Source: an optimization exercise on an open RTL-to-GDS flow (aim: small area, a short achievable clock period and few clock cycles per item). Production flows keep margins and buffers that such runs may drop. In this exercise RTL edits were held to simulation tests only and were not proved equivalent to the original. Power and IR drop assume default switching activity.

==> flow/design.v <==
module modsynth (
    input  wire        clk,
    input  wire        rst,
    input  wire        cmd_valid,
    output wire        cmd_ready,
    input  wire [2:0]  cmd_data,
    output wire        smp_valid,
    input  wire        smp_ready,
    output wire [15:0] smp_data
);
    reg        busy;    
    reg        past0;   
    reg        f2;      
    reg        half;    
    reg        neg;     
    reg        dir;     
    reg  [8:0] a;       
    reg [15:0] smp_q;   
    assign cmd_ready = ~busy & ~rst;
    assign smp_valid =  busy & ~rst;
    assign smp_data  = smp_q;
    wire accept = cmd_valid & cmd_ready & (cmd_data[2:1] != 2'b11);
    wire emit   = smp_valid & smp_ready;
    wire last   = past0 & ~dir & (a == (f2 ? 9'd4 : 9'd10));
    wire [3:0]  d    = f2 ? 4'd4 : 4'd10;
    wire [9:0]  up   = {1'b0, a} + {6'd0, d};         
    wire [9:0]  dn   = {1'b0, a} - {6'd0, d};         
    wire        up_o = (up > 10'd499);
    wire        dn_o = dn[9];
    wire [9:0]  up_r = 10'd999 - up;
    wire [9:0]  dn_r = {6'd0, d} - {1'b0, a};
    reg  [8:0] a_n;
    reg        dir_n, neg_n;
    always @* begin
        a_n = a; dir_n = dir; neg_n = neg;
        if (!dir) begin
            if (up_o) begin a_n = up_r[8:0]; dir_n = 1'b1; end
            else            a_n = up[8:0];
        end else begin
            if (dn_o) begin a_n = dn_r[8:0]; dir_n = 1'b0; neg_n = ~neg; end
            else            a_n = dn[8:0];
        end
    end
    wire [14:0] f;
    wire [5:0] ah = a[8:3];
    wire [2:0] al = a[2:0];
    wire [14:0] tb = (ah[5] ? (ah[4] ? (ah[3] ? (ah[2] ? (ah[1] ? 15'd32766 : (ah[0] ? 15'd32743 : 15'd32706)) : (ah[1] ? (ah[0] ? 15'd32643 : 15'd32564) : (ah[0] ? 15'd32461 : 15'd32339))) : (ah[2] ? (ah[1] ? (ah[0] ? 15'd32196 : 15'd32029) : (ah[0] ? 15'd31848 : 15'd31642)) : (ah[1] ? (ah[0] ? 15'd31420 : 15'd31174) : (ah[0] ? 15'd30913 : 15'd30627)))) : (ah[3] ? (ah[2] ? (ah[1] ? (ah[0] ? 15'd30327 : 15'd30005) : (ah[0] ? 15'd29663 : 15'd29305)) : (ah[1] ? (ah[0] ? 15'd28927 : 15'd28529) : (ah[0] ? 15'd28116 : 15'd27684))) : (ah[2] ? (ah[1] ? (ah[0] ? 15'd27234 : 15'd26767) : (ah[0] ? 15'd26281 : 15'd25781)) : (ah[1] ? (ah[0] ? 15'd25264 : 15'd24731) : (ah[0] ? 15'd24182 : 15'd23618))))) : (ah[4] ? (ah[3] ? (ah[2] ? (ah[1] ? (ah[0] ? 15'd23042 : 15'd22449) : (ah[0] ? 15'd21841 : 15'd21218)) : (ah[1] ? (ah[0] ? 15'd20585 : 15'd19937) : (ah[0] ? 15'd19274 : 15'd18604))) : (ah[2] ? (ah[1] ? (ah[0] ? 15'd17917 : 15'd17224) : (ah[0] ? 15'd16517 : 15'd15798)) : (ah[1] ? (ah[0] ? 15'd15073 : 15'd14336) : (ah[0] ? 15'd13591 : 15'd12836)))) : (ah[3] ? (ah[2] ? (ah[1] ? (ah[0] ? 15'd12074 : 15'd11304) : (ah[0] ? 15'd10526 : 15'd9742)) : (ah[1] ? (ah[0] ? 15'd8951 : 15'd8157) : (ah[0] ? 15'd7356 : 15'd6548))) : (ah[2] ? (ah[1] ? (ah[0] ? 15'd5740 : 15'd4925) : (ah[0] ? 15'd4111 : 15'd3291)) : (ah[1] ? (ah[0] ? 15'd2468 : 15'd1647) : (ah[0] ? 15'd824 : 15'd0))))));
    wire [6:0] ts = (ah[5] ? (ah[4] ? (ah[3] ? (ah[2] ? (ah[1] ? 7'd0 : (ah[0] ? 7'd3 : 7'd5)) : (ah[1] ? (ah[0] ? 7'd8 : 7'd10) : (ah[0] ? 7'd13 : 7'd15))) : (ah[2] ? (ah[1] ? (ah[0] ? 7'd18 : 7'd21) : (ah[0] ? 7'd23 : 7'd26)) : (ah[1] ? (ah[0] ? 7'd28 : 7'd31) : (ah[0] ? 7'd33 : 7'd36)))) : (ah[3] ? (ah[2] ? (ah[1] ? (ah[0] ? 7'd38 : 7'd40) : (ah[0] ? 7'd43 : 7'd45)) : (ah[1] ? (ah[0] ? 7'd47 : 7'd50) : (ah[0] ? 7'd52 : 7'd54))) : (ah[2] ? (ah[1] ? (ah[0] ? 7'd56 : 7'd58) : (ah[0] ? 7'd61 : 7'd63)) : (ah[1] ? (ah[0] ? 7'd65 : 7'd67) : (ah[0] ? 7'd69 : 7'd71))))) : (ah[4] ? (ah[3] ? (ah[2] ? (ah[1] ? (ah[0] ? 7'd72 : 7'd74) : (ah[0] ? 7'd76 : 7'd78)) : (ah[1] ? (ah[0] ? 7'd79 : 7'd81) : (ah[0] ? 7'd83 : 7'd84))) : (ah[2] ? (ah[1] ? (ah[0] ? 7'd86 : 7'd87) : (ah[0] ? 7'd88 : 7'd90)) : (ah[1] ? (ah[0] ? 7'd91 : 7'd92) : (ah[0] ? 7'd93 : 7'd94)))) : (ah[3] ? (ah[2] ? (ah[1] ? (ah[0] ? 7'd95 : 7'd96) : (ah[0] ? 7'd97 : 7'd98)) : (ah[1] ? (ah[0] ? 7'd99 : 7'd99) : (ah[0] ? 7'd100 : 7'd101))) : (ah[2] ? (ah[1] ? (ah[0] ? 7'd101 : 7'd102) : (ah[0] ? 7'd102 : 7'd102)) : (ah[1] ? (ah[0] ? 7'd103 : 7'd103) : (ah[0] ? 7'd103 : 7'd103))))));
    wire [2:0] tr = (a[8] ? (a[7] ? (a[6] ? (a[5] ? (a[4] ? (a[1] ? (a[0] ? 3'd1 : 3'd1) : (a[0] ? 3'd0 : 3'd0)) : (a[3] ? (a[2] ? (a[1] ? (a[0] ? 3'd0 : 3'd2) : (a[0] ? 3'd3 : 3'd3)) : (a[1] ? (a[0] ? 3'd4 : 3'd4) : (a[0] ? 3'd4 : 3'd3))) : (a[2] ? (a[1] ? (a[0] ? 3'd1 : 3'd2) : (a[0] ? 3'd2 : 3'd3)) : (a[1] ? (a[0] ? 3'd2 : 3'd2) : (a[0] ? 3'd1 : 3'd0))))) : (a[4] ? (a[3] ? (a[2] ? (a[1] ? (a[0] ? 3'd0 : 3'd2) : (a[0] ? 3'd3 : 3'd3)) : (a[1] ? (a[0] ? 3'd3 : 3'd3) : (a[0] ? 3'd3 : 3'd2))) : (a[2] ? (a[1] ? (a[0] ? 3'd2 : 3'd3) : (a[0] ? 3'd3 : 3'd3)) : (a[1] ? (a[0] ? 3'd3 : 3'd2) : (a[0] ? 3'd1 : 3'd0)))) : (a[3] ? (a[2] ? (a[1] ? (a[0] ? 3'd0 : 3'd1) : (a[0] ? 3'd2 : 3'd2)) : (a[1] ? (a[0] ? 3'd2 : 3'd2) : (a[0] ? 3'd1 : 3'd0))) : (a[2] ? (a[1] ? (a[0] ? 3'd3 : 3'd4) : (a[0] ? 3'd4 : 3'd4)) : (a[1] ? (a[0] ? 3'd3 : 3'd2) : (a[0] ? 3'd1 : 3'd0)))))) : (a[5] ? (a[4] ? (a[3] ? (a[2] ? (a[1] ? (a[0] ? 3'd0 : 3'd1) : (a[0] ? 3'd1 : 3'd2)) : (a[1] ? (a[0] ? 3'd2 : 3'd1) : (a[0] ? 3'd1 : 3'd0))) : (a[2] ? (a[1] ? (a[0] ? 3'd0 : 3'd2) : (a[0] ? 3'd3 : 3'd3)) : (a[1] ? (a[0] ? 3'd4 : 3'd4) : (a[0] ? 3'd4 : 3'd3)))) : (a[3] ? (a[2] ? (a[1] ? (a[0] ? 3'd1 : 3'd2) : (a[0] ? 3'd2 : 3'd3)) : (a[1] ? (a[0] ? 3'd3 : 3'd2) : (a[0] ? 3'd1 : 3'd0))) : (a[2] ? (a[1] ? (a[0] ? 3'd0 : 3'd1) : (a[0] ? 3'd2 : 3'd3)) : (a[1] ? (a[0] ? 3'd3 : 3'd3) : (a[0] ? 3'd3 : 3'd2))))) : (a[4] ? (a[3] ? (a[2] ? (a[1] ? (a[0] ? 3'd1 : 3'd2) : (a[0] ? 3'd3 : 3'd3)) : (a[1] ? (a[0] ? 3'd3 : 3'd2) : (a[0] ? 3'd1 : 3'd0))) : (a[2] ? (a[1] ? (a[0] ? 3'd0 : 3'd1) : (a[0] ? 3'd2 : 3'd3)) : (a[1] ? (a[0] ? 3'd3 : 3'd3) : (a[0] ? 3'd3 : 3'd2)))) : (a[3] ? (a[2] ? (a[1] ? (a[0] ? 3'd1 : 3'd1) : (a[0] ? 3'd2 : 3'd2)) : (a[1] ? (a[0] ? 3'd2 : 3'd2) : (a[0] ? 3'd1 : 3'd0))) : (a[2] ? (a[1] ? (a[0] ? 3'd0 : 3'd1) : (a[0] ? 3'd2 : 3'd3)) : (a[1] ? (a[0] ? 3'd3 : 3'd3) : (a[0] ? 3'd3 : 3'd3))))))) : (a[6] ? (a[5] ? (a[4] ? (a[3] ? (a[2] ? (a[1] ? (a[0] ? 3'd0 : 3'd1) : (a[0] ? 3'd1 : 3'd2)) : (a[1] ? (a[0] ? 3'd2 : 3'd2) : (a[0] ? 3'd1 : 3'd0))) : (a[2] ? (a[1] ? (a[0] ? 3'd3 : 3'd3) : (a[0] ? 3'd4 : 3'd4)) : (a[1] ? (a[0] ? 3'd3 : 3'd3) : (a[0] ? 3'd2 : 3'd0)))) : (a[3] ? (a[2] ? (a[1] ? (a[0] ? 3'd0 : 3'd1) : (a[0] ? 3'd2 : 3'd2)) : (a[1] ? (a[0] ? 3'd3 : 3'd3) : (a[0] ? 3'd2 : 3'd2))) : (a[2] ? (a[1] ? (a[0] ? 3'd1 : 3'd2) : (a[0] ? 3'd2 : 3'd2)) : (a[1] ? (a[0] ? 3'd2 : 3'd2) : (a[0] ? 3'd1 : 3'd0))))) : (a[4] ? (a[3] ? (a[2] ? (a[1] ? (a[0] ? 3'd3 : 3'd3) : (a[0] ? 3'd4 : 3'd3)) : (a[1] ? (a[0] ? 3'd3 : 3'd2) : (a[0] ? 3'd1 : 3'd0))) : (a[2] ? (a[1] ? (a[0] ? 3'd0 : 3'd1) : (a[0] ? 3'd2 : 3'd2)) : (a[1] ? (a[0] ? 3'd2 : 3'd3) : (a[0] ? 3'd2 : 3'd2)))) : (a[3] ? (a[2] ? (a[1] ? (a[0] ? 3'd0 : 3'd1) : (a[0] ? 3'd1 : 3'd2)) : (a[1] ? (a[0] ? 3'd2 : 3'd2) : (a[0] ? 3'd1 : 3'd0))) : (a[2] ? (a[1] ? (a[0] ? 3'd1 : 3'd2) : (a[0] ? 3'd2 : 3'd2)) : (a[1] ? (a[0] ? 3'd2 : 3'd2) : (a[0] ? 3'd1 : 3'd0)))))) : (a[5] ? (a[4] ? (a[3] ? (a[2] ? (a[1] ? (a[0] ? 3'd3 : 3'd3) : (a[0] ? 3'd3 : 3'd3)) : (a[1] ? (a[0] ? 3'd3 : 3'd2) : (a[0] ? 3'd2 : 3'd0))) : (a[2] ? (a[1] ? (a[0] ? 3'd4 : 3'd4) : (a[0] ? 3'd4 : 3'd4)) : (a[1] ? (a[0] ? 3'd4 : 3'd3) : (a[0] ? 3'd2 : 3'd0)))) : (a[3] ? (a[2] ? (a[1] ? (a[0] ? 3'd0 : 3'd1) : (a[0] ? 3'd2 : 3'd3)) : (a[1] ? (a[0] ? 3'd3 : 3'd3) : (a[0] ? 3'd3 : 3'd2))) : (a[2] ? (a[1] ? (a[0] ? 3'd0 : 3'd1) : (a[0] ? 3'd2 : 3'd2)) : (a[1] ? (a[0] ? 3'd3 : 3'd3) : (a[0] ? 3'd2 : 3'd2))))) : (a[4] ? (a[3] ? (a[2] ? (a[1] ? (a[0] ? 3'd0 : 3'd1) : (a[0] ? 3'd2 : 3'd3)) : (a[1] ? (a[0] ? 3'd3 : 3'd3) : (a[0] ? 3'd3 : 3'd2))) : (a[2] ? (a[1] ? (a[0] ? 3'd0 : 3'd1) : (a[0] ? 3'd2 : 3'd3)) : (a[1] ? (a[0] ? 3'd3 : 3'd3) : (a[0] ? 3'd3 : 3'd2)))) : (a[3] ? (a[2] ? (a[1] ? (a[0] ? 3'd0 : 3'd2) : (a[0] ? 3'd2 : 3'd3)) : (a[1] ? (a[0] ? 3'd3 : 3'd3) : (a[0] ? 3'd3 : 3'd3))) : (a[2] ? (a[1] ? (a[0] ? 3'd0 : 3'd1) : (a[0] ? 3'd2 : 3'd3)) : (a[1] ? (a[0] ? 3'd3 : 3'd3) : (a[0] ? 3'd3 : 3'd3)))))))) : (a[7] ? (a[6] ? (a[5] ? (a[4] ? (a[3] ? (a[2] ? (a[1] ? (a[0] ? 3'd3 : 3'd4) : (a[0] ? 3'd4 : 3'd3)) : (a[1] ? (a[0] ? 3'd3 : 3'd2) : (a[0] ? 3'd1 : 3'd0))) : (a[2] ? (a[1] ? (a[0] ? 3'd2 : 3'd2) : (a[0] ? 3'd2 : 3'd2)) : (a[1] ? (a[0] ? 3'd2 : 3'd1) : (a[0] ? 3'd1 : 3'd0)))) : (a[3] ? (a[2] ? (a[1] ? (a[0] ? 3'd1 : 3'd1) : (a[0] ? 3'd2 : 3'd2)) : (a[1] ? (a[0] ? 3'd2 : 3'd1) : (a[0] ? 3'd1 : 3'd0))) : (a[2] ? (a[1] ? (a[0] ? 3'd0 : 3'd1) : (a[0] ? 3'd2 : 3'd2)) : (a[1] ? (a[0] ? 3'd2 : 3'd2) : (a[0] ? 3'd2 : 3'd2))))) : (a[4] ? (a[3] ? (a[2] ? (a[1] ? (a[0] ? 3'd3 : 3'd3) : (a[0] ? 3'd3 : 3'd3)) : (a[1] ? (a[0] ? 3'd3 : 3'd2) : (a[0] ? 3'd1 : 3'd0))) : (a[2] ? (a[1] ? (a[0] ? 3'd1 : 3'd1) : (a[0] ? 3'd2 : 3'd2)) : (a[1] ? (a[0] ? 3'd2 : 3'd1) : (a[0] ? 3'd1 : 3'd0)))) : (a[3] ? (a[2] ? (a[1] ? (a[0] ? 3'd0 : 3'd1) : (a[0] ? 3'd2 : 3'd2)) : (a[1] ? (a[0] ? 3'd3 : 3'd3) : (a[0] ? 3'd3 : 3'd3))) : (a[2] ? (a[1] ? (a[0] ? 3'd1 : 3'd2) : (a[0] ? 3'd2 : 3'd2)) : (a[1] ? (a[0] ? 3'd2 : 3'd1) : (a[0] ? 3'd1 : 3'd0)))))) : (a[5] ? (a[4] ? (a[3] ? (a[2] ? (a[1] ? (a[0] ? 3'd0 : 3'd1) : (a[0] ? 3'd2 : 3'd2)) : (a[1] ? (a[0] ? 3'd3 : 3'd3) : (a[0] ? 3'd3 : 3'd3))) : (a[2] ? (a[1] ? (a[0] ? 3'd0 : 3'd1) : (a[0] ? 3'd1 : 3'd1)) : (a[1] ? (a[0] ? 3'd1 : 3'd1) : (a[0] ? 3'd0 : 3'd0)))) : (a[3] ? (a[2] ? (a[1] ? (a[0] ? 3'd3 : 3'd3) : (a[0] ? 3'd3 : 3'd3)) : (a[1] ? (a[0] ? 3'd2 : 3'd2) : (a[0] ? 3'd1 : 3'd0))) : (a[2] ? (a[1] ? (a[0] ? 3'd0 : 3'd1) : (a[0] ? 3'd1 : 3'd2)) : (a[1] ? (a[0] ? 3'd2 : 3'd2) : (a[0] ? 3'd2 : 3'd2))))) : (a[4] ? (a[3] ? (a[2] ? (a[1] ? (a[0] ? 3'd0 : 3'd0) : (a[0] ? 3'd1 : 3'd1)) : (a[1] ? (a[0] ? 3'd1 : 3'd1) : (a[0] ? 3'd0 : 3'd0))) : (a[2] ? (a[1] ? (a[0] ? 3'd1 : 3'd2) : (a[0] ? 3'd2 : 3'd2)) : (a[1] ? (a[0] ? 3'd2 : 3'd1) : (a[0] ? 3'd1 : 3'd0)))) : (a[3] ? (a[2] ? (a[1] ? (a[0] ? 3'd2 : 3'd2) : (a[0] ? 3'd2 : 3'd1)) : (a[1] ? (a[0] ? 3'd1 : 3'd1) : (a[0] ? 3'd0 : 3'd0))) : (a[2] ? (a[1] ? (a[0] ? 3'd3 : 3'd3) : (a[0] ? 3'd3 : 3'd2)) : (a[1] ? (a[0] ? 3'd2 : 3'd2) : (a[0] ? 3'd1 : 3'd0))))))) : (a[6] ? (a[5] ? (a[4] ? (a[3] ? (a[2] ? (a[1] ? (a[0] ? 3'd2 : 3'd2) : (a[0] ? 3'd2 : 3'd2)) : (a[1] ? (a[0] ? 3'd2 : 3'd1) : (a[0] ? 3'd0 : 3'd0))) : (a[2] ? (a[1] ? (a[0] ? 3'd2 : 3'd2) : (a[0] ? 3'd2 : 3'd2)) : (a[1] ? (a[0] ? 3'd1 : 3'd1) : (a[0] ? 3'd0 : 3'd0)))) : (a[3] ? (a[2] ? (a[1] ? (a[0] ? 3'd2 : 3'd2) : (a[0] ? 3'd2 : 3'd2)) : (a[1] ? (a[0] ? 3'd2 : 3'd1) : (a[0] ? 3'd1 : 3'd0))) : (a[2] ? (a[1] ? (a[0] ? 3'd1 : 3'd1) : (a[0] ? 3'd1 : 3'd1)) : (a[1] ? (a[0] ? 3'd1 : 3'd1) : (a[0] ? 3'd1 : 3'd0))))) : (a[4] ? (a[3] ? (a[2] ? (a[1] ? (a[0] ? 3'd0 : 3'd0) : (a[0] ? 3'd1 : 3'd1)) : (a[1] ? (a[0] ? 3'd1 : 3'd1) : (a[0] ? 3'd1 : 3'd1))) : (a[2] ? (a[1] ? (a[0] ? 3'd3 : 3'd3) : (a[0] ? 3'd3 : 3'd2)) : (a[1] ? (a[0] ? 3'd2 : 3'd1) : (a[0] ? 3'd0 : 3'd0)))) : (a[3] ? (a[2] ? (a[1] ? (a[0] ? 3'd1 : 3'd1) : (a[0] ? 3'd1 : 3'd1)) : (a[1] ? (a[0] ? 3'd1 : 3'd0) : (a[0] ? 3'd0 : 3'd0))) : (a[2] ? (a[1] ? (a[0] ? 3'd0 : 3'd1) : (a[0] ? 3'd1 : 3'd1)) : (a[1] ? (a[0] ? 3'd2 : 3'd2) : (a[0] ? 3'd2 : 3'd2)))))) : (a[5] ? (a[4] ? (a[3] ? (a[2] ? (a[1] ? (a[0] ? 3'd2 : 3'd2) : (a[0] ? 3'd2 : 3'd2)) : (a[1] ? (a[0] ? 3'd1 : 3'd1) : (a[0] ? 3'd1 : 3'd0))) : (a[2] ? (a[1] ? (a[0] ? 3'd0 : 3'd0) : (a[0] ? 3'd1 : 3'd1)) : (a[1] ? (a[0] ? 3'd1 : 3'd2) : (a[0] ? 3'd2 : 3'd2)))) : (a[3] ? (a[2] ? (a[1] ? (a[0] ? 3'd0 : 3'd0) : (a[0] ? 3'd0 : 3'd0)) : (a[1] ? (a[0] ? 3'd0 : 3'd0) : (a[0] ? 3'd0 : 3'd0))) : (a[2] ? (a[1] ? (a[0] ? 3'd3 : 3'd3) : (a[0] ? 3'd3 : 3'd2)) : (a[1] ? (a[0] ? 3'd2 : 3'd1) : (a[0] ? 3'd1 : 3'd0))))) : (a[4] ? (a[3] ? (a[2] ? (a[1] ? (a[0] ? 3'd0 : 3'd0) : (a[0] ? 3'd1 : 3'd1)) : (a[1] ? (a[0] ? 3'd1 : 3'd2) : (a[0] ? 3'd2 : 3'd2))) : (a[2] ? (a[1] ? (a[0] ? 3'd0 : 3'd0) : (a[0] ? 3'd0 : 3'd0)) : (a[1] ? (a[0] ? 3'd0 : 3'd0) : (a[0] ? 3'd0 : 3'd1)))) : (a[3] ? (a[2] ? (a[1] ? (a[0] ? 3'd0 : 3'd0) : (a[0] ? 3'd0 : 3'd0)) : (a[1] ? (a[0] ? 3'd0 : 3'd0) : (a[0] ? 3'd0 : 3'd0))) : (a[2] ? (a[1] ? (a[0] ? 3'd0 : 3'd0) : (a[0] ? 3'd0 : 3'd0)) : (a[1] ? (a[0] ? 3'd0 : 3'd0) : (a[0] ? 3'd0 : 3'd0)))))))));
    assign f = tb + ts * al + tr;
    wire [15:0] g  = neg ? ~{1'b0, f} : {1'b0, f};
    wire [15:0] gs = half ? {g[15], g[15:1]} : g;
    wire [16:0] r  = {gs[15], gs} + 17'd1;
    wire [15:0] word = r[16:1];
    always @(posedge clk) begin
        if (rst)
            busy <= 1'b0;
        else if (accept)
            busy <= 1'b1;
        else if (emit && last)
            busy <= 1'b0;
    end
    always @(posedge clk) begin
        if (accept) begin
            f2    <= (cmd_data == 3'b010);
            half  <= (cmd_data == 3'b000);
            neg   <= (cmd_data == 3'b100);
            dir   <= 1'b0;
            a     <= (cmd_data == 3'b010) ? 9'd4 : 9'd10;
            past0 <= 1'b0;
            smp_q <= 16'd0;
        end else if (emit) begin
            a     <= a_n;
            dir   <= dir_n;
            neg   <= neg_n;
            past0 <= 1'b1;
            smp_q <= word;
        end
    end
endmodule
==> flow/run.sh <==
#!/bin/bash
# synth_recipe.tcl (not shown) runs the flow's synth.tcl, then flattens the netlist and writes it again
# the make line also repeats each setting of config.mk as NAME=value (left out here)
make -C /OpenROAD-flow-scripts/flow DESIGN_CONFIG=/design/flow/config.mk WORK_HOME=/design/flow/orfs CLKGATE_MAP_FILE= SYNTH_SCRIPT=/design/flow/synth_recipe.tcl finish
==> flow/config.mk <==
export PLATFORM = sky130hd
export DESIGN_NAME = modsynth
export DESIGN_NICKNAME = modsynth
export VERILOG_FILES = /design/flow/design.v
export SDC_FILE = /design/flow/constraint.sdc
export NUM_CORES = 4
export LEC_CHECK = 0
export CAP_MARGIN = 20
export CORE_MARGIN = 2
export CORE_UTILIZATION = 30
export SLEW_MARGIN = 20
export SYNTH_MEMORY_MAX_BITS = 65536
==> flow/constraint.sdc <==
create_clock -name core_clock -period 14.0 [get_ports {clk}]
set_input_delay 2.8000 -clock core_clock [delete_from_list [all_inputs] [get_ports {clk}]]
set_output_delay 2.8000 -clock core_clock [all_outputs]
set_load 0.01 [all_outputs]
==> results_dict.tcl <==
set metrics [dict create \
    start_util_pct 30.52 \
    post_cts_buffers 0 \
    fin_nets 1040 \
    die_h_microns 155.5 \
    leakage_nw 2.807 \
    io_buffers 24 \
    max_freq_mhz 115.3 \
    worst-path-max-fanout 47 \
    final_area_sq_um 7455 \
    antenna_found_initial 0 \
    avgSynthCellArea_sq_um 6.986 \
    slew_viol_final 0 \
    numCtsBuffers 5 \
    post-place-ws_ns 5.525 \
    fp-row-count 55 \
    synth-async-reset-ratio_pct 0 \
    critPathLaunchType "register" \
    cts_tree "yes" \
    worstPathArrival_ns 8.87 \
    route.detailed.wl_per_inst_microns 18.80 \
    hp-class "reg2reg" \
    tightestPinTransition_ns 1.036 \
    crit_type "reg2reg" \
    period_share_pct 61.97 \
    grt_pass1_vias 6784 \
    die_w_microns 155.5 \
    ant_nets 0 \
    grt_pass1_wl_microns 37230 \
    grtUsageTotal_pct 18.93 \
    synth_flop_cell "dfxtp_1" \
    finalSetupViolations 0 \
    clock_latency_ns 0.28 \
    required_ns 14.19 \
    slew_headroom_pct 30.95 \
    post-route-min-period_ns 8.676 \
    ys_types 86 \
    irDropWorstVdd_v 0.00008727 \
    rsz0062_at_grt "false" \
    drive_gt1_share_pct 5.428 \
    clock_skew_ns 0.007151 \
    hold_viol_final 0 \
    cts_root_buffer "clkbuf_16" \
    dp_hpwl_microns 16230 \
    synth_nets 1069 \
    syn_inst 986 \
    syn_area_sq_um 6888 \
    ys_ff_latch 31 \
    drt-total-wl_microns 23360 \
    fin_setup_tns_ns 0 \
    cts.repair.resized 0 \
    drc 0 \
    gr-total-overflow 0 \
    core-area_sq_um 22570 \
    boundaryPins 25 \
    placed_area_sq_um 7301 \
    synth_seq_area_share_pct 10.75 \
    powerDensity_nw_per_um2 145.9 \
    fin_ws_ns 5.324 \
    syn_to_final_growth_pct 8.229 \
    yosys_warnings 1 \
    clk_path_buf_depth 2 \
    grt_max_degree 86 \
    routabilityCongestion 0.9406 \
    hold_buffers 0 \
    via_count 7497 \
    maxCapViolations 0 \
    htree_levels 2 \
    reg2reg_slack_ns 5.32 \
    drtIter0Drc 1030 \
    status "finished clean" \
    num_antenna_cells 0 \
    worst_setup_path_end_kind "register" \
    firstDrtPassIters 5 \
    viasPerCell 6.031 \
    clkTransAtPathRegs_ns 0.05 \
    clkSinkCount 31 \
    synth_edf_count 12 \
    die-area_sq_um 24190 \
]
==> routing by layer <==
layer | wire [microns] | track usage [%] | up-vias
li1 | - | - | 3546
met1 | 10640 | 27.26 | 3528
met2 | 10290 | 29.50 | 363
met3 | 1685 | 1.616 | 60
met4 | 743 | 6.815 | 0
met5 | 0 | 0 | -
==> power breakdown <==
group | total (mW) | leakage (nW) | internal (mW) | switching (mW)
sequential | 0.127 | 0.269 | 0.115 | 0.0117
combinational | 0.852 | 2.46 | 0.324 | 0.527
clock | 0.109 | 0.0739 | 0.0704 | 0.0388
==> worst max-delay path: stages (launching register included) <==
cell,delay [ns]
edfxtp_1,0.31
buf_4,0.45
clkinv_1,0.74
ha_1,0.61
inv_1,0.14
nor2_1,0.14
o21ai_0,0.26
o21ai_0,0.12
a22oi_1,0.20
nor2_1,0.06
a31oi_1,0.33
nand2_1,0.13
fa_1,0.48
fa_1,0.53
fa_1,0.55
inv_1,0.07
fa_1,0.48
a211oi_2,0.34
nor2_1,0.09
a221oi_1,0.47
xor2_1,0.48
xor2_1,0.21
a2111o_1,0.46
or3_4,0.41
mux2_4,0.31
o31ai_2,0.20
==> layout make-up <==
| class | instances | area, sq um |
|---|---|---|
| clock buffer | 7 | 142.6 |
| clock inverter | 1 | 5.005 |
| inverter | 48 | 180.2 |
| multi-input combinational | 832 | 5677 |
| fill | 2486 | 15120 |
| timing repair buffer | 39 | 352.8 |
| tap | 285 | 356.6 |
| sequential | 31 | 740.7 |
==> path summary, 6_finish.rpt <==
path | startpoint | to | cells after the start
max | a[4] | smp_q[13] | 25
min | past0 | past0 | 2
max reg2reg | a[4] | smp_q[13] | 25
min reg2reg | past0 | past0 | 2
==> synthesized netlist by cell type (10+ instances only) <==
cell type / instances / area [sq um]
nor3_1: 21 / 105.1
nor2_1: 108 / 405.4
a31oi_1: 24 / 150.1
and2_1: 11 / 68.82
inv_1: 41 / 153.9
nand3_1: 32 / 160.2
a21oi_1: 89 / 445.4
edfxtp_1: 12 / 360.4
o31ai_1: 11 / 82.58
clkbuf_1: 47 / 176.4
dfxtp_1: 19 / 380.4
ha_1: 58 / 725.7
fa_1: 18 / 360.4
nand2_1: 102 / 382.9
nor2b_1: 10 / 62.56
mux2i_1: 16 / 160.2
a211oi_1: 21 / 157.7
a21o_1: 11 / 82.58
nand2b_1: 16 / 100.1
o22ai_1: 11 / 68.82
xnor2_1: 42 / 367.9
o211ai_1: 20 / 150.1
xor2_1: 15 / 131.4
o21ai_0: 79 / 395.4
buf_1: 20 / 75.07
==> flip-flops by register name, summed over array words and instances (netlist names) <==
register / cells
smp_q: 16
busy: 1
dir: 1
neg: 1
past0: 1
a: 9
f2: 1
half: 1
==> through the flow <==
step | utilization, % | hold WS, ns | total power [mW] | cells
after floorplan | - | 0.4228 | 0.7632 | 986
after global routing | 33.03 | 0.4913 | 1.186 | 1243
after detailed placement | 32.34 | 0.4457 | 0.9599 | 1235
after CTS | 33.00 | 0.4601 | 1.078 | 1243
after global placement | 32.34 | 0.4405 | 0.9581 | 1235
final | 33.03 | 0.4528 | 1.088 | 1243
==> cells in the final DEF (no fill, tap or decap), drive strengths merged, types with 21 or more instances in the layout <==
| master | instances |
|---|---|
| nor2 | 108 |
| nand2 | 102 |
| a21oi | 89 |
| o21ai | 80 |
| ha | 58 |
| inv | 43 |
| xnor2 | 42 |
| nand3 | 33 |
| a31oi | 24 |
| clkdlybuf4s50 | 24 |
| a211oi | 23 |
| nor3 | 21 |
==> cells by family after synthesis <==
logic type	share of synthesized area [%]
AND/OR/NAND/NOR	21.93
flip-flops	10.75
buffers and inverters	6.921
XOR/XNOR	7.484
adder cells (fa/ha/maj)	15.91
multiplexers	4.069
AO/OA/AOI/OAI	32.93
Testbench counts, summed over its fixed seeds: cycles 128,128, items 128,000.

==> separate check: timing with driven ports <==
The results above use ideal ports. As a check the final layout listed here was re-extracted and re-timed, cells and wires unchanged. Step 1 assumes that a clkbuf_16 drives the clock port and a buf_2 every other input. Step 2 also shifts input and output timing later by t, the mid clock arrival at the registers, as if the neighbouring blocks saw the same clock. Three values: ideal, step 1, step 2; two values: the first two.
shift t [ns]: 0.310
setup WS [ns]: 5.324 / 5.324 / 5.324
worst register clock-pin slew, ns: 0.05 / 0.05
After both steps this run still meets setup and hold. For this run, drivers alone change the setup slack by 0.000 ns; drivers and shift together by 0.000 ns.
